Background: an optimization exercise with open tools, aiming at small area, a short achievable clock period and few clock cycles per item. Do not read the settings as production practice.
Function was checked by simulation only, so behaviour that the tests miss may differ from the original.

[flow/design.v]
module bsm_xfade (
    input  wire        clk,
    input  wire        rst,
    input  wire        cmd_valid,
    output wire        cmd_ready,
    input  wire [11:0] cmd_len,
    input  wire        in_valid,
    output wire        in_ready,
    input  wire [15:0] in_dst,
    input  wire [15:0] in_src,
    output wire        out_valid,
    input  wire        out_ready,
    output wire [15:0] out_data
);
    localparam F   = 29;              
    localparam CT  = 14;            
    localparam K   = 3;               
    localparam W   = F + 16 - CT;     
    localparam WL  = F - CT;          
    reg        active;    
    reg        dz;        
    reg        first;     
    reg        rdy_r;     
    reg        full_r;    
    reg        nq;        
    reg        vA, vB;    
    reg [10:0] dv;        
    reg [11:0] pr;        
    reg [F:0]  q;         
    reg [3:0]  dcnt;      
    reg        dfirst;    
    reg [F-1:0] x;        
    reg [11:0]  u;        
    reg         second;   
    wire cmd_fire = cmd_valid && !active;
    wire in_fire  = in_valid && in_ready;
    wire pop      = out_ready && nq;
    wire nq_pop   = nq && !pop;
    wire stallB   = vB && nq_pop;              
    wire stallA   = vA && stallB;              
    wire moveB    = vB && !stallB;
    assign cmd_ready = !active;
    assign in_ready  = rdy_r && (!full_r || out_ready);
    wire [11:0] dr [0:K];
    wire [K-1:0] qb;
    assign dr[0] = pr;
    genvar gj;
    generate
        for (gj = 0; gj < K; gj = gj + 1) begin : g_div
            wire [11:0] tw = {dr[gj][10:0], dfirst && (gj == 0)};
            assign dr[gj+1] = dr[gj][11] ? tw + {1'b0, dv} : tw - {1'b0, dv};
            assign qb[K-1-gj] = !dr[gj+1][11];
        end
    endgenerate
    wire [11:0]  pd;
    wire         pd_co;
    xf_add #(12) u_pd (.a(pr), .b({1'b0, dv} ^ {12{!pr[11]}}), .ci(!pr[11]),
                       .s(pd), .co(pd_co));
    wire [11:0]  rr  = pr[11] ? pd : pr;                     
    wire [11:0]  rmd = pr[11] ? pr : pd;                     
    wire         cu  = !second && !u[11];
    wire [11:0]  un;
    wire         un_co;
    xf_add #(12) u_un (.a(second ? rmd : u), .b(cu ? rmd : rr), .ci(1'b0),
                       .s(un), .co(un_co));
    wire [F:0]   xs;
    wire         xs_co;
    xf_add #(F+1) u_xs (.a({1'b0, x}), .b(q), .ci(cu), .s(xs), .co(xs_co));
    wire         ovf = xs[F] | xs_co;      
    wire [F-1:0] xn  = ovf ? {F{1'b1}} : xs[F-1:0];
    wire         last = first ? dz : ovf;
    wire [16:0] dl_in;
    wire        dl_co;
    xf_add #(17) u_dl (.a({in_dst[15], in_dst}), .b(~{in_src[15], in_src}), .ci(1'b1),
                       .s(dl_in), .co(dl_co));
    reg [16:0] dlA;
    reg [15:0] sA;
    wire [W-1:0] ra, rb;
    xf_mul u_mul (.dl(dlA), .x(x), .s(sA), .ra(ra), .rb(rb));
    wire [WL-1:0] lp = ra[WL-1:0] ^ rb[WL-1:0];
    wire [WL-1:0] lt = ra[WL-1:0] | rb[WL-1:0];
    wire [3:0]    lg, lpp;
    wire [3:0]    s0, s1, s2;
    wire [2:0]    s3;
    xf_add #(4) u_g0 (.a(ra[3:0]),   .b(rb[3:0]),   .ci(1'b0), .s(s0), .co(lg[0]));
    xf_add #(4) u_g1 (.a(ra[7:4]),   .b(rb[7:4]),   .ci(1'b0), .s(s1), .co(lg[1]));
    xf_add #(4) u_g2 (.a(ra[11:8]),  .b(rb[11:8]),  .ci(1'b0), .s(s2), .co(lg[2]));
    xf_add #(3) u_g3 (.a(ra[14:12]), .b(rb[14:12]), .ci(1'b0), .s(s3), .co(lg[3]));
    assign lpp = {&lp[14:12], &lp[11:8], &lp[7:4], &lp[3:0]};
    wire          c11 = lg[0];    
    wire          zl  = (lp[WL-11] == c11) && (lp[WL-1:WL-10] == lt[WL-2:WL-11]);
    reg  [15:0]   raB, rbB;
    reg           zB;
    reg  [3:0]    gB;
    reg  [3:1]    pB;
    wire [15:0]  hi;
    wire         hi_co;
    wire         cB  = gB[3] | pB[3] & (gB[2] | pB[2] & (gB[1] | pB[1] & gB[0]));
    xf_add #(16) u_y (.a(raB), .b(rbB), .ci(cB), .s(hi), .co(hi_co));
    wire         zi  = zB;
    wire [15:0]  res;
    wire         res_co;
    xf_add #(16) u_res (.a(hi), .b(16'd0), .ci(hi[15] & ~zi), .s(res), .co(res_co));
    reg [15:0] e0;
    assign out_valid = nq;
    assign out_data  = e0;
    wire       nq_nx  = nq_pop || moveB;
    wire       vA_nx  = in_fire || stallA;
    wire       vB_nx  = (vA && !stallB) || stallB;
    always @(posedge clk) begin
        if (moveB)
            e0 <= res;
        if (!stallB) begin
            raB <= ra[W-1:WL];
            rbB <= rb[W-1:WL];
            zB  <= zl;
            gB  <= lg;
            pB  <= lpp[3:1];
        end
        if (!stallA) begin
            dlA <= dl_in;
            sA  <= in_src;
        end
        if (dcnt != 4'd0) begin
            dcnt <= dcnt - 4'd1;
            pr   <= dr[K];
            q    <= {q[F-K:0], qb};
        end
        dfirst <= 1'b0;
        if (cmd_fire) begin
            dv <= cmd_len[10:0] - 11'd1;
            q  <= {(F+1){1'b0}};
            if (cmd_len > 12'd512) begin
                dcnt <= 4'd7; pr <= 12'd256;
            end else if (cmd_len > 12'd64) begin
                dcnt <= 4'd8; pr <= 12'd32;
            end else if (cmd_len > 12'd8) begin
                dcnt <= 4'd9; pr <= 12'd4;
            end else begin
                dcnt <= 4'd10; pr <= 12'd0; dfirst <= 1'b1;
            end
        end
        if (in_fire) begin
            second <= first;
            if (first) begin
                x <= {F{1'b0}};
            end else begin
                x <= xn;
                u <= un;
            end
        end
        if (rst) begin
            active <= 1'b0;
            first  <= 1'b0;
            rdy_r  <= 1'b0;
            nq     <= 1'b0;
            full_r <= 1'b0;
            vA     <= 1'b0;
            vB     <= 1'b0;
            dcnt   <= 4'd0;
        end else begin
            nq <= nq_nx;
            vA <= vA_nx;
            vB <= vB_nx;
            full_r <= nq_nx && vA_nx && vB_nx;
            if (cmd_fire) begin
                active <= (cmd_len != 12'd0);
                dz     <= (cmd_len == 12'd1);
                first  <= 1'b1;
                rdy_r  <= (cmd_len != 12'd0);
            end else begin
                if (in_fire) begin
                    first  <= 1'b0;
                    active <= !last;
                end
                rdy_r <= active && !(in_fire && last)
                         && ((first && !in_fire) || (dcnt == 4'd0) || (dcnt == 4'd1));
            end
        end
    end
endmodule
module xf_mul (
    input  wire [16:0] dl,
    input  wire [28:0] x,
    input  wire [15:0] s,
    output wire [44:14] ra,
    output wire [44:14] rb
);
    wire [17:-1] db = {dl[16], dl, 1'b0};
    wire [29:-1] xe = {1'b0, x, 1'b0};
    wire one0 = db[0] ^ db[-1];
    wire two0 = (db[1] & ~db[0] & ~db[-1]) | (~db[1] & db[0] & db[-1]);
    wire neg0 = db[1] & ~(db[0] & db[-1]);
    wire nneg0 = ~neg0;
    wire p0_14 = ((one0 & xe[14]) | (two0 & xe[13])) ^ neg0;
    wire p0_15 = ((one0 & xe[15]) | (two0 & xe[14])) ^ neg0;
    wire p0_16 = ((one0 & xe[16]) | (two0 & xe[15])) ^ neg0;
    wire p0_17 = ((one0 & xe[17]) | (two0 & xe[16])) ^ neg0;
    wire p0_18 = ((one0 & xe[18]) | (two0 & xe[17])) ^ neg0;
    wire p0_19 = ((one0 & xe[19]) | (two0 & xe[18])) ^ neg0;
    wire p0_20 = ((one0 & xe[20]) | (two0 & xe[19])) ^ neg0;
    wire p0_21 = ((one0 & xe[21]) | (two0 & xe[20])) ^ neg0;
    wire p0_22 = ((one0 & xe[22]) | (two0 & xe[21])) ^ neg0;
    wire p0_23 = ((one0 & xe[23]) | (two0 & xe[22])) ^ neg0;
    wire p0_24 = ((one0 & xe[24]) | (two0 & xe[23])) ^ neg0;
    wire p0_25 = ((one0 & xe[25]) | (two0 & xe[24])) ^ neg0;
    wire p0_26 = ((one0 & xe[26]) | (two0 & xe[25])) ^ neg0;
    wire p0_27 = ((one0 & xe[27]) | (two0 & xe[26])) ^ neg0;
    wire p0_28 = ((one0 & xe[28]) | (two0 & xe[27])) ^ neg0;
    wire p0_29 = ((one0 & xe[29]) | (two0 & xe[28])) ^ neg0;
    wire one1 = db[2] ^ db[1];
    wire two1 = (db[3] & ~db[2] & ~db[1]) | (~db[3] & db[2] & db[1]);
    wire neg1 = db[3] & ~(db[2] & db[1]);
    wire nneg1 = ~neg1;
    wire p1_12 = ((one1 & xe[12]) | (two1 & xe[11])) ^ neg1;
    wire p1_13 = ((one1 & xe[13]) | (two1 & xe[12])) ^ neg1;
    wire p1_14 = ((one1 & xe[14]) | (two1 & xe[13])) ^ neg1;
    wire p1_15 = ((one1 & xe[15]) | (two1 & xe[14])) ^ neg1;
    wire p1_16 = ((one1 & xe[16]) | (two1 & xe[15])) ^ neg1;
    wire p1_17 = ((one1 & xe[17]) | (two1 & xe[16])) ^ neg1;
    wire p1_18 = ((one1 & xe[18]) | (two1 & xe[17])) ^ neg1;
    wire p1_19 = ((one1 & xe[19]) | (two1 & xe[18])) ^ neg1;
    wire p1_20 = ((one1 & xe[20]) | (two1 & xe[19])) ^ neg1;
    wire p1_21 = ((one1 & xe[21]) | (two1 & xe[20])) ^ neg1;
    wire p1_22 = ((one1 & xe[22]) | (two1 & xe[21])) ^ neg1;
    wire p1_23 = ((one1 & xe[23]) | (two1 & xe[22])) ^ neg1;
    wire p1_24 = ((one1 & xe[24]) | (two1 & xe[23])) ^ neg1;
    wire p1_25 = ((one1 & xe[25]) | (two1 & xe[24])) ^ neg1;
    wire p1_26 = ((one1 & xe[26]) | (two1 & xe[25])) ^ neg1;
    wire p1_27 = ((one1 & xe[27]) | (two1 & xe[26])) ^ neg1;
    wire p1_28 = ((one1 & xe[28]) | (two1 & xe[27])) ^ neg1;
    wire p1_29 = ((one1 & xe[29]) | (two1 & xe[28])) ^ neg1;
    wire one2 = db[4] ^ db[3];
    wire two2 = (db[5] & ~db[4] & ~db[3]) | (~db[5] & db[4] & db[3]);
    wire neg2 = db[5] & ~(db[4] & db[3]);
    wire nneg2 = ~neg2;
    wire p2_10 = ((one2 & xe[10]) | (two2 & xe[9])) ^ neg2;
    wire p2_11 = ((one2 & xe[11]) | (two2 & xe[10])) ^ neg2;
    wire p2_12 = ((one2 & xe[12]) | (two2 & xe[11])) ^ neg2;
    wire p2_13 = ((one2 & xe[13]) | (two2 & xe[12])) ^ neg2;
    wire p2_14 = ((one2 & xe[14]) | (two2 & xe[13])) ^ neg2;
    wire p2_15 = ((one2 & xe[15]) | (two2 & xe[14])) ^ neg2;
    wire p2_16 = ((one2 & xe[16]) | (two2 & xe[15])) ^ neg2;
    wire p2_17 = ((one2 & xe[17]) | (two2 & xe[16])) ^ neg2;
    wire p2_18 = ((one2 & xe[18]) | (two2 & xe[17])) ^ neg2;
    wire p2_19 = ((one2 & xe[19]) | (two2 & xe[18])) ^ neg2;
    wire p2_20 = ((one2 & xe[20]) | (two2 & xe[19])) ^ neg2;
    wire p2_21 = ((one2 & xe[21]) | (two2 & xe[20])) ^ neg2;
    wire p2_22 = ((one2 & xe[22]) | (two2 & xe[21])) ^ neg2;
    wire p2_23 = ((one2 & xe[23]) | (two2 & xe[22])) ^ neg2;
    wire p2_24 = ((one2 & xe[24]) | (two2 & xe[23])) ^ neg2;
    wire p2_25 = ((one2 & xe[25]) | (two2 & xe[24])) ^ neg2;
    wire p2_26 = ((one2 & xe[26]) | (two2 & xe[25])) ^ neg2;
    wire p2_27 = ((one2 & xe[27]) | (two2 & xe[26])) ^ neg2;
    wire p2_28 = ((one2 & xe[28]) | (two2 & xe[27])) ^ neg2;
    wire p2_29 = ((one2 & xe[29]) | (two2 & xe[28])) ^ neg2;
    wire one3 = db[6] ^ db[5];
    wire two3 = (db[7] & ~db[6] & ~db[5]) | (~db[7] & db[6] & db[5]);
    wire neg3 = db[7] & ~(db[6] & db[5]);
    wire nneg3 = ~neg3;
    wire p3_8 = ((one3 & xe[8]) | (two3 & xe[7])) ^ neg3;
    wire p3_9 = ((one3 & xe[9]) | (two3 & xe[8])) ^ neg3;
    wire p3_10 = ((one3 & xe[10]) | (two3 & xe[9])) ^ neg3;
    wire p3_11 = ((one3 & xe[11]) | (two3 & xe[10])) ^ neg3;
    wire p3_12 = ((one3 & xe[12]) | (two3 & xe[11])) ^ neg3;
    wire p3_13 = ((one3 & xe[13]) | (two3 & xe[12])) ^ neg3;
    wire p3_14 = ((one3 & xe[14]) | (two3 & xe[13])) ^ neg3;
    wire p3_15 = ((one3 & xe[15]) | (two3 & xe[14])) ^ neg3;
    wire p3_16 = ((one3 & xe[16]) | (two3 & xe[15])) ^ neg3;
    wire p3_17 = ((one3 & xe[17]) | (two3 & xe[16])) ^ neg3;
    wire p3_18 = ((one3 & xe[18]) | (two3 & xe[17])) ^ neg3;
    wire p3_19 = ((one3 & xe[19]) | (two3 & xe[18])) ^ neg3;
    wire p3_20 = ((one3 & xe[20]) | (two3 & xe[19])) ^ neg3;
    wire p3_21 = ((one3 & xe[21]) | (two3 & xe[20])) ^ neg3;
    wire p3_22 = ((one3 & xe[22]) | (two3 & xe[21])) ^ neg3;
    wire p3_23 = ((one3 & xe[23]) | (two3 & xe[22])) ^ neg3;
    wire p3_24 = ((one3 & xe[24]) | (two3 & xe[23])) ^ neg3;
    wire p3_25 = ((one3 & xe[25]) | (two3 & xe[24])) ^ neg3;
    wire p3_26 = ((one3 & xe[26]) | (two3 & xe[25])) ^ neg3;
    wire p3_27 = ((one3 & xe[27]) | (two3 & xe[26])) ^ neg3;
    wire p3_28 = ((one3 & xe[28]) | (two3 & xe[27])) ^ neg3;
    wire p3_29 = ((one3 & xe[29]) | (two3 & xe[28])) ^ neg3;
    wire one4 = db[8] ^ db[7];
    wire two4 = (db[9] & ~db[8] & ~db[7]) | (~db[9] & db[8] & db[7]);
    wire neg4 = db[9] & ~(db[8] & db[7]);
    wire nneg4 = ~neg4;
    wire p4_6 = ((one4 & xe[6]) | (two4 & xe[5])) ^ neg4;
    wire p4_7 = ((one4 & xe[7]) | (two4 & xe[6])) ^ neg4;
    wire p4_8 = ((one4 & xe[8]) | (two4 & xe[7])) ^ neg4;
    wire p4_9 = ((one4 & xe[9]) | (two4 & xe[8])) ^ neg4;
    wire p4_10 = ((one4 & xe[10]) | (two4 & xe[9])) ^ neg4;
    wire p4_11 = ((one4 & xe[11]) | (two4 & xe[10])) ^ neg4;
    wire p4_12 = ((one4 & xe[12]) | (two4 & xe[11])) ^ neg4;
    wire p4_13 = ((one4 & xe[13]) | (two4 & xe[12])) ^ neg4;
    wire p4_14 = ((one4 & xe[14]) | (two4 & xe[13])) ^ neg4;
    wire p4_15 = ((one4 & xe[15]) | (two4 & xe[14])) ^ neg4;
    wire p4_16 = ((one4 & xe[16]) | (two4 & xe[15])) ^ neg4;
    wire p4_17 = ((one4 & xe[17]) | (two4 & xe[16])) ^ neg4;
    wire p4_18 = ((one4 & xe[18]) | (two4 & xe[17])) ^ neg4;
    wire p4_19 = ((one4 & xe[19]) | (two4 & xe[18])) ^ neg4;
    wire p4_20 = ((one4 & xe[20]) | (two4 & xe[19])) ^ neg4;
    wire p4_21 = ((one4 & xe[21]) | (two4 & xe[20])) ^ neg4;
    wire p4_22 = ((one4 & xe[22]) | (two4 & xe[21])) ^ neg4;
    wire p4_23 = ((one4 & xe[23]) | (two4 & xe[22])) ^ neg4;
    wire p4_24 = ((one4 & xe[24]) | (two4 & xe[23])) ^ neg4;
    wire p4_25 = ((one4 & xe[25]) | (two4 & xe[24])) ^ neg4;
    wire p4_26 = ((one4 & xe[26]) | (two4 & xe[25])) ^ neg4;
    wire p4_27 = ((one4 & xe[27]) | (two4 & xe[26])) ^ neg4;
    wire p4_28 = ((one4 & xe[28]) | (two4 & xe[27])) ^ neg4;
    wire p4_29 = ((one4 & xe[29]) | (two4 & xe[28])) ^ neg4;
    wire one5 = db[10] ^ db[9];
    wire two5 = (db[11] & ~db[10] & ~db[9]) | (~db[11] & db[10] & db[9]);
    wire neg5 = db[11] & ~(db[10] & db[9]);
    wire nneg5 = ~neg5;
    wire p5_4 = ((one5 & xe[4]) | (two5 & xe[3])) ^ neg5;
    wire p5_5 = ((one5 & xe[5]) | (two5 & xe[4])) ^ neg5;
    wire p5_6 = ((one5 & xe[6]) | (two5 & xe[5])) ^ neg5;
    wire p5_7 = ((one5 & xe[7]) | (two5 & xe[6])) ^ neg5;
    wire p5_8 = ((one5 & xe[8]) | (two5 & xe[7])) ^ neg5;
    wire p5_9 = ((one5 & xe[9]) | (two5 & xe[8])) ^ neg5;
    wire p5_10 = ((one5 & xe[10]) | (two5 & xe[9])) ^ neg5;
    wire p5_11 = ((one5 & xe[11]) | (two5 & xe[10])) ^ neg5;
    wire p5_12 = ((one5 & xe[12]) | (two5 & xe[11])) ^ neg5;
    wire p5_13 = ((one5 & xe[13]) | (two5 & xe[12])) ^ neg5;
    wire p5_14 = ((one5 & xe[14]) | (two5 & xe[13])) ^ neg5;
    wire p5_15 = ((one5 & xe[15]) | (two5 & xe[14])) ^ neg5;
    wire p5_16 = ((one5 & xe[16]) | (two5 & xe[15])) ^ neg5;
    wire p5_17 = ((one5 & xe[17]) | (two5 & xe[16])) ^ neg5;
    wire p5_18 = ((one5 & xe[18]) | (two5 & xe[17])) ^ neg5;
    wire p5_19 = ((one5 & xe[19]) | (two5 & xe[18])) ^ neg5;
    wire p5_20 = ((one5 & xe[20]) | (two5 & xe[19])) ^ neg5;
    wire p5_21 = ((one5 & xe[21]) | (two5 & xe[20])) ^ neg5;
    wire p5_22 = ((one5 & xe[22]) | (two5 & xe[21])) ^ neg5;
    wire p5_23 = ((one5 & xe[23]) | (two5 & xe[22])) ^ neg5;
    wire p5_24 = ((one5 & xe[24]) | (two5 & xe[23])) ^ neg5;
    wire p5_25 = ((one5 & xe[25]) | (two5 & xe[24])) ^ neg5;
    wire p5_26 = ((one5 & xe[26]) | (two5 & xe[25])) ^ neg5;
    wire p5_27 = ((one5 & xe[27]) | (two5 & xe[26])) ^ neg5;
    wire p5_28 = ((one5 & xe[28]) | (two5 & xe[27])) ^ neg5;
    wire p5_29 = ((one5 & xe[29]) | (two5 & xe[28])) ^ neg5;
    wire one6 = db[12] ^ db[11];
    wire two6 = (db[13] & ~db[12] & ~db[11]) | (~db[13] & db[12] & db[11]);
    wire neg6 = db[13] & ~(db[12] & db[11]);
    wire nneg6 = ~neg6;
    wire p6_2 = ((one6 & xe[2]) | (two6 & xe[1])) ^ neg6;
    wire p6_3 = ((one6 & xe[3]) | (two6 & xe[2])) ^ neg6;
    wire p6_4 = ((one6 & xe[4]) | (two6 & xe[3])) ^ neg6;
    wire p6_5 = ((one6 & xe[5]) | (two6 & xe[4])) ^ neg6;
    wire p6_6 = ((one6 & xe[6]) | (two6 & xe[5])) ^ neg6;
    wire p6_7 = ((one6 & xe[7]) | (two6 & xe[6])) ^ neg6;
    wire p6_8 = ((one6 & xe[8]) | (two6 & xe[7])) ^ neg6;
    wire p6_9 = ((one6 & xe[9]) | (two6 & xe[8])) ^ neg6;
    wire p6_10 = ((one6 & xe[10]) | (two6 & xe[9])) ^ neg6;
    wire p6_11 = ((one6 & xe[11]) | (two6 & xe[10])) ^ neg6;
    wire p6_12 = ((one6 & xe[12]) | (two6 & xe[11])) ^ neg6;
    wire p6_13 = ((one6 & xe[13]) | (two6 & xe[12])) ^ neg6;
    wire p6_14 = ((one6 & xe[14]) | (two6 & xe[13])) ^ neg6;
    wire p6_15 = ((one6 & xe[15]) | (two6 & xe[14])) ^ neg6;
    wire p6_16 = ((one6 & xe[16]) | (two6 & xe[15])) ^ neg6;
    wire p6_17 = ((one6 & xe[17]) | (two6 & xe[16])) ^ neg6;
    wire p6_18 = ((one6 & xe[18]) | (two6 & xe[17])) ^ neg6;
    wire p6_19 = ((one6 & xe[19]) | (two6 & xe[18])) ^ neg6;
    wire p6_20 = ((one6 & xe[20]) | (two6 & xe[19])) ^ neg6;
    wire p6_21 = ((one6 & xe[21]) | (two6 & xe[20])) ^ neg6;
    wire p6_22 = ((one6 & xe[22]) | (two6 & xe[21])) ^ neg6;
    wire p6_23 = ((one6 & xe[23]) | (two6 & xe[22])) ^ neg6;
    wire p6_24 = ((one6 & xe[24]) | (two6 & xe[23])) ^ neg6;
    wire p6_25 = ((one6 & xe[25]) | (two6 & xe[24])) ^ neg6;
    wire p6_26 = ((one6 & xe[26]) | (two6 & xe[25])) ^ neg6;
    wire p6_27 = ((one6 & xe[27]) | (two6 & xe[26])) ^ neg6;
    wire p6_28 = ((one6 & xe[28]) | (two6 & xe[27])) ^ neg6;
    wire p6_29 = ((one6 & xe[29]) | (two6 & xe[28])) ^ neg6;
    wire one7 = db[14] ^ db[13];
    wire two7 = (db[15] & ~db[14] & ~db[13]) | (~db[15] & db[14] & db[13]);
    wire neg7 = db[15] & ~(db[14] & db[13]);
    wire nneg7 = ~neg7;
    wire p7_0 = ((one7 & xe[0]) | (two7 & xe[-1])) ^ neg7;
    wire p7_1 = ((one7 & xe[1]) | (two7 & xe[0])) ^ neg7;
    wire p7_2 = ((one7 & xe[2]) | (two7 & xe[1])) ^ neg7;
    wire p7_3 = ((one7 & xe[3]) | (two7 & xe[2])) ^ neg7;
    wire p7_4 = ((one7 & xe[4]) | (two7 & xe[3])) ^ neg7;
    wire p7_5 = ((one7 & xe[5]) | (two7 & xe[4])) ^ neg7;
    wire p7_6 = ((one7 & xe[6]) | (two7 & xe[5])) ^ neg7;
    wire p7_7 = ((one7 & xe[7]) | (two7 & xe[6])) ^ neg7;
    wire p7_8 = ((one7 & xe[8]) | (two7 & xe[7])) ^ neg7;
    wire p7_9 = ((one7 & xe[9]) | (two7 & xe[8])) ^ neg7;
    wire p7_10 = ((one7 & xe[10]) | (two7 & xe[9])) ^ neg7;
    wire p7_11 = ((one7 & xe[11]) | (two7 & xe[10])) ^ neg7;
    wire p7_12 = ((one7 & xe[12]) | (two7 & xe[11])) ^ neg7;
    wire p7_13 = ((one7 & xe[13]) | (two7 & xe[12])) ^ neg7;
    wire p7_14 = ((one7 & xe[14]) | (two7 & xe[13])) ^ neg7;
    wire p7_15 = ((one7 & xe[15]) | (two7 & xe[14])) ^ neg7;
    wire p7_16 = ((one7 & xe[16]) | (two7 & xe[15])) ^ neg7;
    wire p7_17 = ((one7 & xe[17]) | (two7 & xe[16])) ^ neg7;
    wire p7_18 = ((one7 & xe[18]) | (two7 & xe[17])) ^ neg7;
    wire p7_19 = ((one7 & xe[19]) | (two7 & xe[18])) ^ neg7;
    wire p7_20 = ((one7 & xe[20]) | (two7 & xe[19])) ^ neg7;
    wire p7_21 = ((one7 & xe[21]) | (two7 & xe[20])) ^ neg7;
    wire p7_22 = ((one7 & xe[22]) | (two7 & xe[21])) ^ neg7;
    wire p7_23 = ((one7 & xe[23]) | (two7 & xe[22])) ^ neg7;
    wire p7_24 = ((one7 & xe[24]) | (two7 & xe[23])) ^ neg7;
    wire p7_25 = ((one7 & xe[25]) | (two7 & xe[24])) ^ neg7;
    wire p7_26 = ((one7 & xe[26]) | (two7 & xe[25])) ^ neg7;
    wire p7_27 = ((one7 & xe[27]) | (two7 & xe[26])) ^ neg7;
    wire p7_28 = ((one7 & xe[28]) | (two7 & xe[27])) ^ neg7;
    wire p7_29 = ((one7 & xe[29]) | (two7 & xe[28])) ^ neg7;
    wire one8 = db[16] ^ db[15];
    wire two8 = (db[17] & ~db[16] & ~db[15]) | (~db[17] & db[16] & db[15]);
    wire neg8 = db[17] & ~(db[16] & db[15]);
    wire nneg8 = ~neg8;
    wire p8_0 = ((one8 & xe[0]) | (two8 & xe[-1])) ^ neg8;
    wire p8_1 = ((one8 & xe[1]) | (two8 & xe[0])) ^ neg8;
    wire p8_2 = ((one8 & xe[2]) | (two8 & xe[1])) ^ neg8;
    wire p8_3 = ((one8 & xe[3]) | (two8 & xe[2])) ^ neg8;
    wire p8_4 = ((one8 & xe[4]) | (two8 & xe[3])) ^ neg8;
    wire p8_5 = ((one8 & xe[5]) | (two8 & xe[4])) ^ neg8;
    wire p8_6 = ((one8 & xe[6]) | (two8 & xe[5])) ^ neg8;
    wire p8_7 = ((one8 & xe[7]) | (two8 & xe[6])) ^ neg8;
    wire p8_8 = ((one8 & xe[8]) | (two8 & xe[7])) ^ neg8;
    wire p8_9 = ((one8 & xe[9]) | (two8 & xe[8])) ^ neg8;
    wire p8_10 = ((one8 & xe[10]) | (two8 & xe[9])) ^ neg8;
    wire p8_11 = ((one8 & xe[11]) | (two8 & xe[10])) ^ neg8;
    wire p8_12 = ((one8 & xe[12]) | (two8 & xe[11])) ^ neg8;
    wire p8_13 = ((one8 & xe[13]) | (two8 & xe[12])) ^ neg8;
    wire p8_14 = ((one8 & xe[14]) | (two8 & xe[13])) ^ neg8;
    wire p8_15 = ((one8 & xe[15]) | (two8 & xe[14])) ^ neg8;
    wire p8_16 = ((one8 & xe[16]) | (two8 & xe[15])) ^ neg8;
    wire p8_17 = ((one8 & xe[17]) | (two8 & xe[16])) ^ neg8;
    wire p8_18 = ((one8 & xe[18]) | (two8 & xe[17])) ^ neg8;
    wire p8_19 = ((one8 & xe[19]) | (two8 & xe[18])) ^ neg8;
    wire p8_20 = ((one8 & xe[20]) | (two8 & xe[19])) ^ neg8;
    wire p8_21 = ((one8 & xe[21]) | (two8 & xe[20])) ^ neg8;
    wire p8_22 = ((one8 & xe[22]) | (two8 & xe[21])) ^ neg8;
    wire p8_23 = ((one8 & xe[23]) | (two8 & xe[22])) ^ neg8;
    wire p8_24 = ((one8 & xe[24]) | (two8 & xe[23])) ^ neg8;
    wire p8_25 = ((one8 & xe[25]) | (two8 & xe[24])) ^ neg8;
    wire p8_26 = ((one8 & xe[26]) | (two8 & xe[25])) ^ neg8;
    wire p8_27 = ((one8 & xe[27]) | (two8 & xe[26])) ^ neg8;
    wire p8_28 = ((one8 & xe[28]) | (two8 & xe[27])) ^ neg8;
    wire s1, c2;
    assign {c2, s1} = p0_14 + p1_12;
    wire s3, c4;
    assign {c4, s3} = p0_15 + p1_13;
    wire s5, c6;
    assign {c6, s5} = p0_16 + p1_14 + p2_12;
    wire s7, c8;
    assign {c8, s7} = p0_17 + p1_15 + p2_13;
    wire s9, c10;
    assign {c10, s9} = p0_18 + p1_16;
    wire s11, c12;
    assign {c12, s11} = p0_19 + p1_17;
    wire s13, c14;
    assign {c14, s13} = p0_20 + p1_18;
    wire s15, c16;
    assign {c16, s15} = p0_21 + p1_19;
    wire s17, c18;
    assign {c18, s17} = p0_22 + p1_20;
    wire s19, c20;
    assign {c20, s19} = p0_23 + p1_21;
    wire s21, c22;
    assign {c22, s21} = p0_24 + p1_22;
    wire s23, c24;
    assign {c24, s23} = p0_25 + p1_23;
    wire s25, c26;
    assign {c26, s25} = p0_26 + p1_24;
    wire s27, c28;
    assign {c28, s27} = p0_27 + p1_25;
    wire s29, c30;
    assign {c30, s29} = p0_28 + p1_26;
    wire s31, c32;
    assign {c32, s31} = p0_29 + p1_27 + p2_25;
    wire s33, c34;
    assign {c34, s33} = nneg0 + p1_28 + p2_26;
    wire s35, c36;
    assign {c36, s35} = p3_24 + p4_22;
    wire s37, c38;
    assign {c38, s37} = p1_29 + p2_27 + p3_25;
    wire s39, c40;
    assign {c40, s39} = p4_23 + p5_21;
    wire s41, c42;
    assign {c42, s41} = nneg1 + p2_28 + p3_26;
    wire s43, c44;
    assign {c44, s43} = p2_29 + p3_27;
    wire s45, c46;
    assign {c46, s45} = s1 + p2_10 + p3_8;
    wire s47, c48;
    assign {c48, s47} = p4_6 + p5_4;
    wire s49, c50;
    assign {c50, s49} = c2 + s3 + p2_11;
    wire s51, c52;
    assign {c52, s51} = p3_9 + p4_7 + p5_5;
    wire s53, c54;
    assign {c54, s53} = p6_3 + p7_1;
    wire s55, c56;
    assign {c56, s55} = c4 + s5 + p3_10;
    wire s57, c58;
    assign {c58, s57} = p4_8 + p5_6 + p6_4;
    wire s59, c60;
    assign {c60, s59} = p7_2 + p8_0 + neg8;
    wire s61, c62;
    assign {c62, s61} = c6 + s7 + p3_11;
    wire s63, c64;
    assign {c64, s63} = p4_9 + p5_7 + p6_5;
    wire s65, c66;
    assign {c66, s65} = p7_3 + p8_1 + 1'b1;
    wire s67, c68;
    assign {c68, s67} = c8 + s9 + p2_14;
    wire s69, c70;
    assign {c70, s69} = p3_12 + p4_10 + p5_8;
    wire s71, c72;
    assign {c72, s71} = p6_6 + p7_4 + p8_2;
    wire s73, c74;
    assign {c74, s73} = c10 + s11 + p2_15;
    wire s75, c76;
    assign {c76, s75} = p3_13 + p4_11 + p5_9;
    wire s77, c78;
    assign {c78, s77} = p6_7 + p7_5 + p8_3;
    wire s79, c80;
    assign {c80, s79} = c12 + s13 + p2_16;
    wire s81, c82;
    assign {c82, s81} = p3_14 + p4_12 + p5_10;
    wire s83, c84;
    assign {c84, s83} = p6_8 + p7_6 + p8_4;
    wire s85, c86;
    assign {c86, s85} = c14 + s15 + p2_17;
    wire s87, c88;
    assign {c88, s87} = p3_15 + p4_13 + p5_11;
    wire s89, c90;
    assign {c90, s89} = p6_9 + p7_7 + p8_5;
    wire s91, c92;
    assign {c92, s91} = c16 + s17 + p2_18;
    wire s93, c94;
    assign {c94, s93} = p3_16 + p4_14 + p5_12;
    wire s95, c96;
    assign {c96, s95} = p6_10 + p7_8 + p8_6;
    wire s97, c98;
    assign {c98, s97} = c18 + s19 + p2_19;
    wire s99, c100;
    assign {c100, s99} = p3_17 + p4_15 + p5_13;
    wire s101, c102;
    assign {c102, s101} = p6_11 + p7_9 + p8_7;
    wire s103, c104;
    assign {c104, s103} = c20 + s21 + p2_20;
    wire s105, c106;
    assign {c106, s105} = p3_18 + p4_16 + p5_14;
    wire s107, c108;
    assign {c108, s107} = p6_12 + p7_10 + p8_8;
    wire s109, c110;
    assign {c110, s109} = c22 + s23 + p2_21;
    wire s111, c112;
    assign {c112, s111} = p3_19 + p4_17 + p5_15;
    wire s113, c114;
    assign {c114, s113} = p6_13 + p7_11 + p8_9;
    wire s115, c116;
    assign {c116, s115} = c24 + s25 + p2_22;
    wire s117, c118;
    assign {c118, s117} = p3_20 + p4_18 + p5_16;
    wire s119, c120;
    assign {c120, s119} = p6_14 + p7_12 + p8_10;
    wire s121, c122;
    assign {c122, s121} = c26 + s27 + p2_23;
    wire s123, c124;
    assign {c124, s123} = p3_21 + p4_19 + p5_17;
    wire s125, c126;
    assign {c126, s125} = p6_15 + p7_13 + p8_11;
    wire s127, c128;
    assign {c128, s127} = c28 + s29 + p2_24;
    wire s129, c130;
    assign {c130, s129} = p3_22 + p4_20 + p5_18;
    wire s131, c132;
    assign {c132, s131} = p6_16 + p7_14 + p8_12;
    wire s133, c134;
    assign {c134, s133} = c30 + s31 + p3_23;
    wire s135, c136;
    assign {c136, s135} = p4_21 + p5_19 + p6_17;
    wire s137, c138;
    assign {c138, s137} = p7_15 + p8_13 + s[0];
    wire s139, c140;
    assign {c140, s139} = c32 + s33 + s35;
    wire s141, c142;
    assign {c142, s141} = p5_20 + p6_18 + p7_16;
    wire s143, c144;
    assign {c144, s143} = p8_14 + s[1] + 1'b1;
    wire s145, c146;
    assign {c146, s145} = c34 + c36 + s37;
    wire s147, c148;
    assign {c148, s147} = s39 + p6_19 + p7_17;
    wire s149, c150;
    assign {c150, s149} = p8_15 + s[2] + 1'b1;
    wire s151, c152;
    assign {c152, s151} = c38 + c40 + s41;
    wire s153, c154;
    assign {c154, s153} = p4_24 + p5_22 + p6_20;
    wire s155, c156;
    assign {c156, s155} = p7_18 + p8_16 + s[3];
    wire s157, c158;
    assign {c158, s157} = c42 + s43 + p4_25;
    wire s159, c160;
    assign {c160, s159} = p5_23 + p6_21 + p7_19;
    wire s161, c162;
    assign {c162, s161} = p8_17 + s[4] + 1'b1;
    wire s163, c164;
    assign {c164, s163} = c44 + nneg2 + p3_28;
    wire s165, c166;
    assign {c166, s165} = p4_26 + p5_24 + p6_22;
    wire s167, c168;
    assign {c168, s167} = p7_20 + p8_18 + s[5];
    wire s169, c170;
    assign {c170, s169} = p3_29 + p4_27 + p5_25;
    wire s171, c172;
    assign {c172, s171} = p6_23 + p7_21 + p8_19;
    wire s173, c174;
    assign {c174, s173} = s[6] + 1'b1;
    wire s175, c176;
    assign {c176, s175} = nneg3 + p4_28 + p5_26;
    wire s177, c178;
    assign {c178, s177} = p6_24 + p7_22 + p8_20;
    wire s179, c180;
    assign {c180, s179} = p4_29 + p5_27 + p6_25;
    wire s181, c182;
    assign {c182, s181} = p7_23 + p8_21;
    wire s183, c184;
    assign {c184, s183} = nneg4 + p5_28 + p6_26;
    wire s185, c186;
    assign {c186, s185} = p5_29 + p6_27;
    wire s187, c188;
    assign {c188, s187} = s45 + s47 + p6_2;
    wire s189, c190;
    assign {c190, s189} = c46 + c48 + s49;
    wire s191, c192;
    assign {c192, s191} = s51 + s53;
    wire s193, c194;
    assign {c194, s193} = c50 + c52 + c54;
    wire s195, c196;
    assign {c196, s195} = s55 + s57 + s59;
    wire s197, c198;
    assign {c198, s197} = c56 + c58 + c60;
    wire s199, c200;
    assign {c200, s199} = s61 + s63 + s65;
    wire s201, c202;
    assign {c202, s201} = c62 + c64 + c66;
    wire s203, c204;
    assign {c204, s203} = s67 + s69 + s71;
    wire s205, c206;
    assign {c206, s205} = c68 + c70 + c72;
    wire s207, c208;
    assign {c208, s207} = s73 + s75 + s77;
    wire s209, c210;
    assign {c210, s209} = c74 + c76 + c78;
    wire s211, c212;
    assign {c212, s211} = s79 + s81 + s83;
    wire s213, c214;
    assign {c214, s213} = c80 + c82 + c84;
    wire s215, c216;
    assign {c216, s215} = s85 + s87 + s89;
    wire s217, c218;
    assign {c218, s217} = c86 + c88 + c90;
    wire s219, c220;
    assign {c220, s219} = s91 + s93 + s95;
    wire s221, c222;
    assign {c222, s221} = c92 + c94 + c96;
    wire s223, c224;
    assign {c224, s223} = s97 + s99 + s101;
    wire s225, c226;
    assign {c226, s225} = c98 + c100 + c102;
    wire s227, c228;
    assign {c228, s227} = s103 + s105 + s107;
    wire s229, c230;
    assign {c230, s229} = c104 + c106 + c108;
    wire s231, c232;
    assign {c232, s231} = s109 + s111 + s113;
    wire s233, c234;
    assign {c234, s233} = c110 + c112 + c114;
    wire s235, c236;
    assign {c236, s235} = s115 + s117 + s119;
    wire s237, c238;
    assign {c238, s237} = c116 + c118 + c120;
    wire s239, c240;
    assign {c240, s239} = s121 + s123 + s125;
    wire s241, c242;
    assign {c242, s241} = c122 + c124 + c126;
    wire s243, c244;
    assign {c244, s243} = s127 + s129 + s131;
    wire s245, c246;
    assign {c246, s245} = c128 + c130 + c132;
    wire s247, c248;
    assign {c248, s247} = s133 + s135 + s137;
    wire s249, c250;
    assign {c250, s249} = c134 + c136 + c138;
    wire s251, c252;
    assign {c252, s251} = s139 + s141 + s143;
    wire s253, c254;
    assign {c254, s253} = c140 + c142 + c144;
    wire s255, c256;
    assign {c256, s255} = s145 + s147 + s149;
    wire s257, c258;
    assign {c258, s257} = c146 + c148 + c150;
    wire s259, c260;
    assign {c260, s259} = s151 + s153 + s155;
    wire s261, c262;
    assign {c262, s261} = c152 + c154 + c156;
    wire s263, c264;
    assign {c264, s263} = s157 + s159 + s161;
    wire s265, c266;
    assign {c266, s265} = c158 + c160 + c162;
    wire s267, c268;
    assign {c268, s267} = s163 + s165 + s167;
    wire s269, c270;
    assign {c270, s269} = c164 + c166 + c168;
    wire s271, c272;
    assign {c272, s271} = s169 + s171 + s173;
    wire s273, c274;
    assign {c274, s273} = c170 + c172 + c174;
    wire s275, c276;
    assign {c276, s275} = s175 + s177 + s[7];
    wire s277, c278;
    assign {c278, s277} = c176 + c178 + s179;
    wire s279, c280;
    assign {c280, s279} = s181 + s[8] + 1'b1;
    wire s281, c282;
    assign {c282, s281} = c180 + c182 + s183;
    wire s283, c284;
    assign {c284, s283} = p7_24 + p8_22 + s[9];
    wire s285, c286;
    assign {c286, s285} = c184 + s185 + p7_25;
    wire s287, c288;
    assign {c288, s287} = p8_23 + s[10] + 1'b1;
    wire s289, c290;
    assign {c290, s289} = c186 + nneg5 + p6_28;
    wire s291, c292;
    assign {c292, s291} = p7_26 + p8_24 + s[11];
    wire s293, c294;
    assign {c294, s293} = p6_29 + p7_27 + p8_25;
    wire s295, c296;
    assign {c296, s295} = s[12] + 1'b1;
    wire s297, c298;
    assign {c298, s297} = nneg6 + p7_28 + p8_26;
    wire s299, c300;
    assign {c300, s299} = p7_29 + p8_27;
    wire s301, c302;
    assign {c302, s301} = s187 + p7_0;
    wire s303, c304;
    assign {c304, s303} = c188 + s189 + s191;
    wire s305, c306;
    assign {c306, s305} = c190 + c192 + s193;
    wire s307, c308;
    assign {c308, s307} = c194 + c196 + s197;
    wire s309, c310;
    assign {c310, s309} = c198 + c200 + s201;
    wire s311, c312;
    assign {c312, s311} = c202 + c204 + s205;
    wire s313, c314;
    assign {c314, s313} = c206 + c208 + s209;
    wire s315, c316;
    assign {c316, s315} = c210 + c212 + s213;
    wire s317, c318;
    assign {c318, s317} = c214 + c216 + s217;
    wire s319, c320;
    assign {c320, s319} = c218 + c220 + s221;
    wire s321, c322;
    assign {c322, s321} = c222 + c224 + s225;
    wire s323, c324;
    assign {c324, s323} = c226 + c228 + s229;
    wire s325, c326;
    assign {c326, s325} = c230 + c232 + s233;
    wire s327, c328;
    assign {c328, s327} = c234 + c236 + s237;
    wire s329, c330;
    assign {c330, s329} = c238 + c240 + s241;
    wire s331, c332;
    assign {c332, s331} = c242 + c244 + s245;
    wire s333, c334;
    assign {c334, s333} = c246 + c248 + s249;
    wire s335, c336;
    assign {c336, s335} = c250 + c252 + s253;
    wire s337, c338;
    assign {c338, s337} = c254 + c256 + s257;
    wire s339, c340;
    assign {c340, s339} = c258 + c260 + s261;
    wire s341, c342;
    assign {c342, s341} = c262 + c264 + s265;
    wire s343, c344;
    assign {c344, s343} = c266 + c268 + s269;
    wire s345, c346;
    assign {c346, s345} = c270 + c272 + s273;
    wire s347, c348;
    assign {c348, s347} = c274 + c276 + s277;
    wire s349, c350;
    assign {c350, s349} = c278 + c280 + s281;
    wire s351, c352;
    assign {c352, s351} = c282 + c284 + s285;
    wire s353, c354;
    assign {c354, s353} = c286 + c288 + s289;
    wire s355, c356;
    assign {c356, s355} = c290 + c292 + s293;
    wire s357, c358;
    assign {c358, s357} = c294 + c296 + s297;
    wire s359, c360;
    assign {c360, s359} = c298 + s299 + s[14];
    wire s361, c362;
    assign {c362, s361} = c300 + nneg7 + p8_28;
    wire s363, c364;
    assign {c364, s363} = s301 + neg7;
    wire s365, c366;
    assign {c366, s365} = c302 + s303 + 1'b1;
    wire s367, c368;
    assign {c368, s367} = c304 + s305 + s195;
    wire s369, c370;
    assign {c370, s369} = c306 + s307 + s199;
    wire s371, c372;
    assign {c372, s371} = c308 + s309 + s203;
    wire s373, c374;
    assign {c374, s373} = c310 + s311 + s207;
    wire s375, c376;
    assign {c376, s375} = c312 + s313 + s211;
    wire s377, c378;
    assign {c378, s377} = c314 + s315 + s215;
    wire s379, c380;
    assign {c380, s379} = c316 + s317 + s219;
    wire s381, c382;
    assign {c382, s381} = c318 + s319 + s223;
    wire s383, c384;
    assign {c384, s383} = c320 + s321 + s227;
    wire s385, c386;
    assign {c386, s385} = c322 + s323 + s231;
    wire s387, c388;
    assign {c388, s387} = c324 + s325 + s235;
    wire s389, c390;
    assign {c390, s389} = c326 + s327 + s239;
    wire s391, c392;
    assign {c392, s391} = c328 + s329 + s243;
    wire s393, c394;
    assign {c394, s393} = c330 + s331 + s247;
    wire s395, c396;
    assign {c396, s395} = c332 + s333 + s251;
    wire s397, c398;
    assign {c398, s397} = c334 + s335 + s255;
    wire s399, c400;
    assign {c400, s399} = c336 + s337 + s259;
    wire s401, c402;
    assign {c402, s401} = c338 + s339 + s263;
    wire s403, c404;
    assign {c404, s403} = c340 + s341 + s267;
    wire s405, c406;
    assign {c406, s405} = c342 + s343 + s271;
    wire s407, c408;
    assign {c408, s407} = c344 + s345 + s275;
    wire s409, c410;
    assign {c410, s409} = c346 + s347 + s279;
    wire s411, c412;
    assign {c412, s411} = c348 + s349 + s283;
    wire s413, c414;
    assign {c414, s413} = c350 + s351 + s287;
    wire s415, c416;
    assign {c416, s415} = c352 + s353 + s291;
    wire s417, c418;
    assign {c418, s417} = c354 + s355 + s295;
    wire s419, c420;
    assign {c420, s419} = c356 + s357 + s[13];
    wire s421, c422;
    assign {c422, s421} = c358 + s359 + 1'b1;
    wire s423, c424;
    assign {c424, s423} = c360 + s361 + s[15];
    wire [44:0] rA = {c422, c420, c418, c416, c414, c412, c410, c408, c406, c404, c402, c400, c398, c396, c394, c392, c390, c388, c386, c384, c382, c380, c378, c376, c374, c372, c370, c368, c366, c364, s363, 1'b0, 1'b0, 1'b0, 1'b0, 1'b0, 1'b0, 1'b0, 1'b0, 1'b0, 1'b0, 1'b0, 1'b0, 1'b0, 1'b0};
    wire [44:0] rB = {s423, s421, s419, s417, s415, s413, s411, s409, s407, s405, s403, s401, s399, s397, s395, s393, s391, s389, s387, s385, s383, s381, s379, s377, s375, s373, s371, s369, s367, s365, 1'b1, 1'b0, 1'b0, 1'b0, 1'b0, 1'b0, 1'b0, 1'b0, 1'b0, 1'b0, 1'b0, 1'b0, 1'b0, 1'b0, 1'b0};
    assign ra = rA[44:14];
    assign rb = rB[44:14];
endmodule
module xf_add #(parameter N = 8) (
    input  wire [N-1:0] a,
    input  wire [N-1:0] b,
    input  wire         ci,
    output wire [N-1:0] s,
    output wire         co
);
    localparam L = (N < 2) ? 1 : (N < 4) ? 2 : (N < 8) ? 3 : (N < 16) ? 4 :
                   (N < 32) ? 5 : (N < 64) ? 6 : 7;    
    wire [N:0] g0 = {a & b, ci};
    wire [N:0] p0 = {a ^ b, 1'b0};
    reg  [N:0] g, p;
    integer lv, i;
    always @* begin
        g = g0;
        p = p0;
        for (lv = 0; lv < L; lv = lv + 1)
            for (i = (2 << lv) - 1; i <= N; i = i + (2 << lv)) begin
                g[i] = g[i] | (p[i] & g[i - (1 << lv)]);
                p[i] = p[i] & p[i - (1 << lv)];
            end
        for (lv = L - 2; lv >= 0; lv = lv - 1)
            for (i = (3 << lv) - 1; i <= N; i = i + (2 << lv)) begin
                g[i] = g[i] | (p[i] & g[i - (1 << lv)]);
                p[i] = p[i] & p[i - (1 << lv)];
            end
    end
    assign s  = p0[N:1] ^ g[N-1:0];
    assign co = g[N];
endmodule
[flow/constraint.sdc]
create_clock -name core_clock -period 10.0 [get_ports {clk}]
set_input_delay 2.0000 -clock core_clock [delete_from_list [all_inputs] [get_ports {clk}]]
set_output_delay 2.0000 -clock core_clock [all_outputs]
set_load 0.01 [all_outputs]
[flow/config.mk]
export PLATFORM = sky130hd
export DESIGN_NAME = bsm_xfade
export DESIGN_NICKNAME = bsm_xfade
export VERILOG_FILES = /design/flow/design.v
export SDC_FILE = /design/flow/constraint.sdc
export NUM_CORES = 4
export LEC_CHECK = 0
export ABC_CLOCK_PERIOD_IN_PS = 5000
export CAP_MARGIN = 20
export CORE_MARGIN = 2
export CORE_UTILIZATION = 40
export PLACE_DENSITY = 0.6
export SETUP_SLACK_MARGIN = 5
export SLEW_MARGIN = 20
[flow/run.sh]
#!/bin/bash
# synth_recipe.tcl (not shown) runs the flow's synth.tcl, then flattens the netlist and writes it again
# the make line also repeats each setting of config.mk as NAME=value (left out here)
make -C /OpenROAD-flow-scripts/flow DESIGN_CONFIG=/design/flow/config.mk WORK_HOME=/design/flow/orfs CLKGATE_MAP_FILE= SYNTH_SCRIPT=/design/flow/synth_recipe.tcl finish
==> out/qor.yml, run 1 <==
sta:
  finalCriticalPeriod_ns: 5.27
  post-route-period-util: 0.527
  drv_slew: 0
  tns_ns: 0
  worst_clock_skew_ns: 0.0117
  max_slew_margin: 0.344
  worst_pin_slew_ns: 0.975
  fmax_ghz: 0.190
  layout_setup_ws_ns: 4.73
  whs_ns: 0.482
  hold_violations: 0
  setup_viol: 0
  rsz0062_at_grt: "yes"
global_route:
  grt_max_degree: 44
  antenna_found_initial: 1
  grt_pass1_vias: 17200
  grt_pass1_wl_mm: 93.8
  grt-ovfl-total: 0
  grt.total_usage: 0.206
logic_synthesis:
  ys_types: 72
  synth_fp_nets: 2794
  synth_seq_area_share: 0.244
  syn_avg_cell_area_sq_um: 9.73
  synth_cells: 2316
  synth_area_sq_um: 22500
  yosys.area_share.xor_xnor: 0.130
  synth_compound_area_frac: 0.144
  yosys_warnings: 7
  synth_fa_ha_area_frac: 0.311
  yosys.area_share.simple: 0.0877
  synth_edf_count: 155
  ys_seq_elements: 197
  synth_ff_type: "edfxtp_1"
  synth_top_family_by_area: "adder cells"
  async_flop_share: 0
  synthMuxAreaShare: 0.00866
floorplan:
  die_y_um: 241
  io_pins: 68
  start_util: 0.402
  fp.dieW_um: 241
  fp-row-count: 87
  dieArea_sq_um: 58300
  coreArea_sq_um: 56100
worst_hold_path:
  holdCritStartpoint: "q[26]"
  hp-class: "reg -> reg"
setup_path:
  arrival_ns: 5.54
  crit_required_ns: 10.26
  path_max_fanout: 7
  start_kind: "flip-flop"
  reg2reg_from: "dv[5]"
  worstSetupPathType: "reg -> reg"
  crit_path_start: "dv[5]"
  crit_path_end_kind: "flip-flop"
run:
  drv_cap: 0
placed_design:
  gp_congestion: 0.871
  dp_cells: 3041
  place_area_sq_um: 24000
  hpwlAfterDp_mm: 42.9
  place_ws_ns: 3.94
  portBuffers: 67
finish:
  design_area_sq_um: 26200
  final_cell_mix: "inv_1, fa_1, ha_1, xor2_1, xnor2_1"
  fillers: 5235
  instances_no_fill: 3165
  post-route-util: 0.468
  antennaDiodeCount: 0
  drive_above_1_share: 0.132
  seqCellArea_sq_um: 5500
  layout_commonest_cell: "inv_1"
  finalNetCount: 2874
  multi_input_comb_area_sq_um: 16200
  area.growth.synth_to_final_pct: 16.3
cts:
  cts_sinks: 197
  postCtsHoldBufs: 0
  clk_pin_slew_worst_paths_ns: 0.09
  cts_root_buffer: "clkbuf_16"
  htreeDepth: 4
  clkLatencyLatePin_ns: 0.50
  cts_max_path_buffers: 2
  cts_buffers: 17
  cts_tree: "done"
routing:
  viasPerCell: 5.42
  detail-route-antenna-nets: 0
  first_pass_iters: 6
  drt_iter0_drc: 1404
  drc: 0
  vias: 17100
  wl_mm: 59.6
  wl_per_cell_um: 18.8
status:
  status: "timing/DRC/antenna clean"
==> cell families after synthesis <==
| group | Yosys count |
|---|---|
| AOI/OAI and AO/OA | 493 |
| buffers and inverters | 444 |
| adders and majority gates | 429 |
| and+or+nand+nor | 399 |
| xor gates and xnor gates | 335 |
| DFF | 197 |
| muxes | 19 |
==> synth_stat cells (all sizes together) (42+ instances only) <==
library cell / n / area (sq um)
fa: 220 / 4400
o21ai: 67 / 335
edfxtp: 155 / 4650
dfxtp: 42 / 841
xor2: 167 / 1460
clkbuf: 115 / 433
xnor2: 168 / 1470
a22oi: 160 / 1200
a21oi: 138 / 691
inv: 306 / 1150
nor2: 95 / 357
nand2: 127 / 477
ha: 209 / 2620
==> worst paths after layout <==
path / to / slack [ns] / depth (start not counted)
hold / removal: q[26] / 0.48 / 2
hold reg to reg: q[26] / 0.48 / 2
setup reg to reg: pr[11] / 4.73 / 22
setup / recovery: pr[11] / 4.73 / 22
==> critical path: stages, from the launching register on <==
cell and delay [ns]:
edfxtp_1 0.43, or4_4 0.58, nor2_4 0.11, a21oi_2 0.06, xnor2_1 0.19, ha_1 0.30
and2_4 0.19, a221oi_4 0.29, a31oi_4 0.15, o21a_4 0.22, buf_4 0.14, or2_4 0.30
a21oi_2 0.21, xnor2_2 0.10, ha_1 0.36, inv_1 0.10, a21oi_2 0.17, nor2_1 0.05
o41a_1 0.36, a211oi_2 0.26, mux2i_2 0.12, xnor2_2 0.17, and2_1 0.17
==> flip-flops by register name, summed over array words and instances (netlist names), 11 cells and up <==
signal	cells
x	29
dv	11
raB	16
dlA	17
pr	12
q	30
u	12
sA	16
rbB	16
e0	16
==> timing repair <==
action / in CTS / in global routing
endpoints found under the setup margin: 31 / 26
pin swaps: 40 / 100
cloned: 2 / 3
gates resized for setup: 75 / 106
buffers inserted: 37 / 50
==> final cells by class <==
cell class / instances / area share
inverters: 308 / 0.0446
flip-flops and latches: 197 / 0.210
repair buffers: 195 / 0.0677
clock inverters: 14 / 0.00687
multi-input cells: 1677 / 0.619
clock buffers: 18 / 0.0164
well taps: 756 / 0.0361
==> per-layer routing <==
| layer | part of all wire | GRT usage | vias up |
|---|---|---|---|
| met3 | 0.061 | 0.0433 | 56 |
| met2 | 0.46 | 0.321 | 550 |
| met5 | 0.00013 | 0 | - |
| met1 | 0.46 | 0.293 | 8585 |
| met4 | 0.014 | 0.0518 | 2 |
| li1 | - | - | 7948 |
Testbench counts, summed over its fixed seeds: cycles 41,401, items 38,279.
==> run 2, diff against run 1 <==
==> flow/config.mk (replaced) <==
export PLATFORM = sky130hd
export DESIGN_NAME = bsm_xfade
export DESIGN_NICKNAME = bsm_xfade
export VERILOG_FILES = /design/flow/design.v
export SDC_FILE = /design/flow/constraint.sdc
export NUM_CORES = 4
export LEC_CHECK = 0
export CAP_MARGIN = 0
export CORE_MARGIN = 2
export CORE_UTILIZATION = 40
export CTS_BUF_LIST = sky130_fd_sc_hd__clkbuf_8
export PLACE_DENSITY = 0.6
export SETUP_SLACK_MARGIN = 5
export SLEW_MARGIN = 0
==> run 2 against run 1 <==
Against the previous run:
- first-iteration DRC count decreased by 6.3%
- still clean on timing, DRC and antenna
- die area unchanged
- worst hold slack improved by 0.0046 ns
- via count decreased by 1.7%
- critical path type unchanged
- highest routed layer is now met4
==> out/qor.yml, run 2 <==
logic_synthesis:
  async_flop_share: 0  # unchanged
  synth_fp_nets: 2794  # unchanged
  synth_area_sq_um: 22500  # unchanged
  synth_seq_area_share: 0.244  # unchanged
  ys_seq_elements: 197  # unchanged
  synth_most_common_cell: "inv_1"  # unchanged
  synth.area.top_cells: "edfxtp_1, fa_1, ha_1"  # unchanged
  syn_avg_cell_area_sq_um: 9.73  # unchanged
  ys_types: 72  # unchanged
  yosys_warnings: 7  # unchanged
  yosys.area.top_type_share: 0.207  # unchanged
  synth_area_leader_cell: "edfxtp_1"  # unchanged
  synth_edf_count: 155  # unchanged
  ys_top_cells_by_count: "inv_1, fa_1, ha_1, xnor2_1, xor2_1"  # unchanged
  synth_ff_type: "edfxtp_1"  # unchanged
  synth_cells: 2316  # unchanged
setup_path:
  endpoint: "pr[11]"  # unchanged
  crit_path_end_kind: "flip-flop"  # unchanged
  worstSetupPathType: "reg -> reg"  # unchanged
  start_kind: "flip-flop"  # unchanged
  r2r_end: "pr[11]"  # unchanged
  crit_path_start: "dv[4]"  # was dv[5]
  reg2reg_from: "dv[4]"  # was dv[5]
  rrSetupSlack_ns: 4.79  # was 4.73 ns
  arrival_ns: 5.56  # was 5.54 ns
  r2r_cells: 22  # unchanged
  crit_required_ns: 10.34  # was 10.26 ns
  path_max_fanout: 6  # was 7
sta:
  finalCriticalPeriod_ns: 5.21  # was 5.27 ns
  max_slew_margin: 0.266  # was 0.344
  worst_clock_skew_ns: 0.0183  # was 0.0117 ns
  hold_violations: 0  # unchanged
  worst_pin_slew_ns: 1.10  # was 0.975 ns
  tns_ns: 0  # unchanged
  rsz0062_at_grt: "yes"  # unchanged
  post-route-period-util: 0.521  # was 0.527
  drv_slew: 0  # unchanged
  fmax_ghz: 0.192  # was 0.190 GHz
  setup_viol: 0  # unchanged
global_route:
  grt-ovfl-total: 0  # unchanged
  grt_pass1_wl_mm: 92.6  # was 93.8 mm
  busiest_layer: "met2"  # unchanged
  grt_pass1_vias: 17100  # was 17,200
  use_met2: 0.315  # was 0.321
  grtUsageMet3: 0.0431  # was 0.0433
  grt.total_usage: 0.204  # was 0.206
  antenna_found_initial: 1  # unchanged
  grt_max_degree: 44  # unchanged
  met1_usage: 0.290  # was 0.293
finish:
  final_cell_mix: "inv_1, fa_1, ha_1, xor2_1, xnor2_1"  # unchanged
  largest_register_ffs: 30  # unchanged
  finalNetCount: 2850  # was 2,874
  layout_commonest_cell: "inv_1"  # unchanged
  regMostFlops: "q"  # unchanged
  design_area_sq_um: 25500  # was 26,200 sq um
  area.growth.synth_to_final_pct: 13.4  # was 16.3%
  drive_above_1_share: 0.105  # was 0.132
  top_regs: "q (30), x (29), dlA (17)"  # unchanged
status:
  status: "timing/DRC/antenna clean"  # unchanged
run:
  drv_cap: 0  # unchanged
cts:
  cts_sinks: 197  # unchanged
  cts_tree: "done"  # unchanged
  cts_root_buffer: "clkbuf_8"  # was clkbuf_16
  htreeDepth: 4  # unchanged
  clkLatencyLatePin_ns: 0.57  # was 0.50 ns
  cts_max_path_buffers: 2  # unchanged
  clk_pin_slew_worst_paths_ns: 0.12  # was 0.09 ns
  postCtsHoldBufs: 0  # unchanged
  cts_buffers: 17  # unchanged
placed_design:
  portBuffers: 67  # unchanged
  place_area_sq_um: 24000  # about the same
  hpwlAfterDp_mm: 42.8  # was 42.9 mm
  gp_congestion: 0.871  # unchanged
floorplan:
  dieArea_sq_um: 58300  # unchanged
  fp.dieW_um: 241  # unchanged
  fp-row-count: 87  # unchanged
  start_util: 0.402  # unchanged
  coreArea_sq_um: 56100  # unchanged
  die_y_um: 241  # unchanged
  io_pins: 68  # unchanged
worst_hold_path:
  hp-class: "reg -> reg"  # unchanged
routing:
  vias: 16800  # was 17,100
  detail-route-antenna-nets: 0  # unchanged
  drt_iter0_drc: 1315  # was 1,404
  wl_mm: 58.3  # was 59.6 mm
  first_pass_iters: 6  # unchanged
  viasPerCell: 5.36  # was 5.42
  drc: 0  # unchanged
  wl_per_cell_um: 18.6  # was 18.8 um
[run 2: cell counts after synthesis]
Identical to the previous run, type by type.
[run 2: how the worst min path moves through the flow]
stage | start | end | slack, ns | cells past startpoint
after floorplan | first | second | 0.41 | 0
final | q[26] | q[26] | 0.49 | 2
after detailed placement | q[24] | q[24] | 0.47 | 2
after global routing | q[24] | q[24] | 0.50 | 2
after global placement | q[28] | q[28] | 0.46 | 2
after CTS | q[24] | q[24] | 0.49 | 2
[run 2: stage by stage]
step           worst slack [ns]   util  std cells  hold slack, ns
2_1_floorplan              4.87      -       2316           0.406
5_1_grt                    4.62  0.456       3142           0.504
4_1_cts                    4.84  0.444       3105           0.489
3_5_place_dp               4.02  0.428       3041           0.471
6_report                   4.79  0.456       3142           0.487
3_3_place_gp               4.19  0.428       3041           0.461
[run 2: cell type report]
cell class                      instances  area [sq um]
Antenna cell                            1          2.50
Fill cell                            5293         30500
Timing Repair Buffer                  171          1550
Multi-Input combinational cell       1677         16000
Tap cell                              756           946
Clock inverter                         15           145
Clock buffer                           17           234
Inverter                              308          1170
Sequential cell                       197          5500
[run 2: cell families (layout without fill, tap and decap cells)]
kind of cell	Yosys count	count (layout)	share of synthesized area
muxes	19	19	0.00866
adders and majority gates	429	429	0.311
DFF	197	197	0.244
buffers and inverters	444	511	0.0746
other	0	1	0
xor gates and xnor gates	335	335	0.130
and+or+nand+nor	399	401	0.0877
AOI/OAI and AO/OA	493	493	0.144
[run 2: what timing repair did]
item	CTS	global route
setup endpoints to repair	30	22
buffers inserted	31	33
cloned	1	3
gates resized for setup	66	70
pin swaps	33	46
[run 2: critical path: stages (launching register included)]
cell	delay, ns
edfxtp_1	0.44
or4_4	0.58
nor2_4	0.13
a21oi_2	0.07
xnor2_1	0.20
ha_1	0.29
and2_4	0.19
a221oi_4	0.29
a31oi_4	0.15
nor3_4	0.29
or2_4	0.27
nand3_4	0.10
o21ai_4	0.11
ha_4	0.25
a21o_1	0.17
a21o_1	0.19
a21oi_2	0.18
o21ai_2	0.09
a41o_1	0.19
o41a_1	0.32
mux2i_2	0.20
xnor2_2	0.13
and2_1	0.17
[run 2: routing by layer]
metal,part of all wire,up-vias
li1,-,7897
met1,0.46,8398
met2,0.46,486
met3,0.060,66
met4,0.020,0
met5,0,-
==> run 3, diff against run 2 <==
==> flow/config.mk (replaced) <==
export PLATFORM = sky130hd
export DESIGN_NAME = bsm_xfade
export DESIGN_NICKNAME = bsm_xfade
export VERILOG_FILES = /design/flow/design.v
export SDC_FILE = /design/flow/constraint.sdc
export NUM_CORES = 4
export LEC_CHECK = 0
export CAP_MARGIN = 5
export CORE_MARGIN = 2
export CORE_UTILIZATION = 40
export PLACE_DENSITY = 0.75
export SETUP_SLACK_MARGIN = 5
export SLEW_MARGIN = 5
==> run 3 against run 2 <==
Against the previous run:
- still clean
- sequential share of layout area decreased by 0.16 points
- clock-buffer cell count unchanged
- largest cell class unchanged
- design area grew 0.73%
==> out/qor.yml, run 3 <==
status:
  status: "timing/DRC/antenna clean"  # unchanged
logic_synthesis:
  ys_seq_elements: 197  # unchanged
  yosys.area.top_type_share: 0.207  # unchanged
  syn_avg_cell_area_sq_um: 9.73  # unchanged
  synth_edf_count: 155  # unchanged
  ys_top_cells_by_count: "inv_1, fa_1, ha_1, xnor2_1, xor2_1"  # unchanged
  ys_types: 72  # unchanged
finish:
  regMostFlops: "q"  # unchanged
  final_cell_mix: "inv_1, fa_1, ha_1, xor2_1, xnor2_1"  # unchanged
  top_regs: "q (30), x (29), dlA (17)"  # unchanged
  area.growth.synth_to_final_pct: 14.2  # was 13.4%
  multi_input_comb_area_sq_um: 16000  # about the same
  seqCellArea_sq_um: 5500  # unchanged
cts:
  cts_sinks: 197  # unchanged
  htreeDepth: 4  # unchanged
  clkLatencyLatePin_ns: 0.52  # was 0.57 ns
  cts_root_buffer: "clkbuf_16"  # was clkbuf_8
  clk_pin_slew_worst_paths_ns: 0.08  # was 0.12 ns
  cts_tree: "done"  # unchanged
placed_design:
  gp_congestion: 0.949  # was 0.871
  place_area_sq_um: 24000  # about the same
  hpwlAfterDp_mm: 43.6  # was 42.8 mm
global_route:
  grt.total_usage: 0.212  # was 0.204
  grt_max_degree: 42  # was 44
  grt-ovfl-total: 0  # unchanged
  antenna_found_initial: 2  # was 1
worst_hold_path:
  min_path_cells: 2  # unchanged
routing:
  viasPerCell: 5.59  # was 5.36
  detail-route-antenna-nets: 0  # unchanged
  wl_mm: 61.8  # was 58.3 mm
sta:
  rsz0062_at_grt: "yes"  # unchanged
  worst_pin_slew_ns: 1.19  # was 1.10 ns
  drv_slew: 0  # unchanged
  fmax_ghz: 0.190  # was 0.192 GHz
  worst_clock_skew_ns: 0.0360  # was 0.0183 ns
  hold_violations: 0  # unchanged
setup_path:
  rrSetupSlack_ns: 4.73  # was 4.79 ns
  crit_required_ns: 10.25  # was 10.34 ns
  path_max_fanout: 8  # was 6
  r2r_end: "pr[11]"  # unchanged
  crit_path_end_kind: "flip-flop"  # unchanged
  arrival_ns: 5.52  # was 5.56 ns
floorplan:
  io_pins: 68  # unchanged
  dieArea_sq_um: 58300  # unchanged
  fp-row-count: 87  # unchanged
run:
  drv_cap: 0  # unchanged
[run 3: per-stage QoR]
stage          utilization  worst slack (ns)  hold slack, ns  instances
5_1_grt              0.459              4.46           0.504       3141
2_1_floorplan            -              4.87           0.406       2316
3_3_place_gp         0.428              3.88           0.449       3035
3_5_place_dp         0.428              3.80           0.475       3035
4_1_cts              0.447              4.85           0.486       3101
6_report             0.459              4.73           0.483       3142
[run 3: worst max path at each step]
stage	endpoint	cells after the start	from
2_1_floorplan	pr[11]	23	dv[4]
3_3_place_gp	zB	18	dlA[1]
3_5_place_dp	zB	18	dlA[1]
4_1_cts	pr[11]	22	dv[3]
5_1_grt	pr[8]	24	dv[4]
6_report	pr[11]	21	dv[4]
[run 3: logic make-up after synthesis]
| kind of cell | after synthesis | share of synthesized area |
|---|---|---|
| AOI/OAI and AO/OA | 493 | 0.144 |
| adders and majority gates | 429 | 0.311 |
| buffers and inverters | 444 | 0.0746 |
| and+or+nand+nor | 399 | 0.0877 |
| xor gates and xnor gates | 335 | 0.130 |
| DFF | 197 | 0.244 |
| muxes | 19 | 0.00866 |
[run 3: cell type report]
type | count | share of cell area
diodes | 1 | 0.0000972
inverters | 308 | 0.0453
flip-flops and latches | 197 | 0.214
repair buffers | 170 | 0.0576
clock buffers | 17 | 0.0165
multi-input cells | 1678 | 0.623
clock inverters | 15 | 0.00685
well taps | 756 | 0.0368
[run 3: critical path, stage by stage (launching register included)]
cell and delay [ns]:
edfxtp_1 0.45, or4_4 0.60, nor2_4 0.11, a21oi_2 0.07, xnor2_1 0.14, ha_1 0.35, buf_6 0.14, a221oi_4 0.32
a31oi_4 0.15, o21a_4 0.23, or2_4 0.31, o21ai_4 0.24, ha_4 0.25, a21o_1 0.18, a21o_1 0.22, a21oi_4 0.17
o21ai_2 0.08, a41o_1 0.20, o41a_1 0.31, mux2i_1 0.17, xnor2_1 0.12, and2_1 0.18
[run 3: what timing repair did]
action,4_1_cts,5_1_grt
hold buffers,0,0
pin swaps,31,40
cloned,3,2
endpoints found under the setup margin,44,25
gates resized for setup,58,77
setup buffers,31,38
[run 3: routing by layer]
metal  global-route usage  up-vias  wire length (um)
li1                     -     7896                 -
met1                0.269     8664             25100
met2                0.344      833             28800
met3               0.0509      183              5310
met4               0.0965        0              2560
met5                    0        -                 0

[static timing again, ports no longer ideal]
Ports are ideal in the flow. The routed layouts listed here were re-timed in OpenROAD.
Step 1 assumes that a clkbuf_16 drives the clock port and a buf_2 every other input.
Step 2, shift: input delay + t, output delay - t, t = (earliest + latest rising clock arrival at the registers) / 2. This alone moves slack from input paths to output paths.
Three values: ideal, step 1, step 2; two values: the first two.
| run | t, ns | slack for setup (ns) | latest minus earliest clock arrival (ns) | worst slew at a driven data input, ns |
|---|---|---|---|---|
| run 1 | 0.557 | 4.725 / 4.725 / 4.705 | 0.013 / 0.012 | 0.06 |
| run 2 | 0.617 | 4.786 / 4.786 / 4.706 | 0.019 / 0.019 | 0.06 |
| run 3 | 0.548 | 4.734 / 4.734 / 4.675 | 0.036 / 0.037 | 0.05 |
After both steps every run listed still meets setup and hold. The setup slack of run 2, which loses most, moves by 0.000 ns with the drivers and by -0.080 ns with both steps.
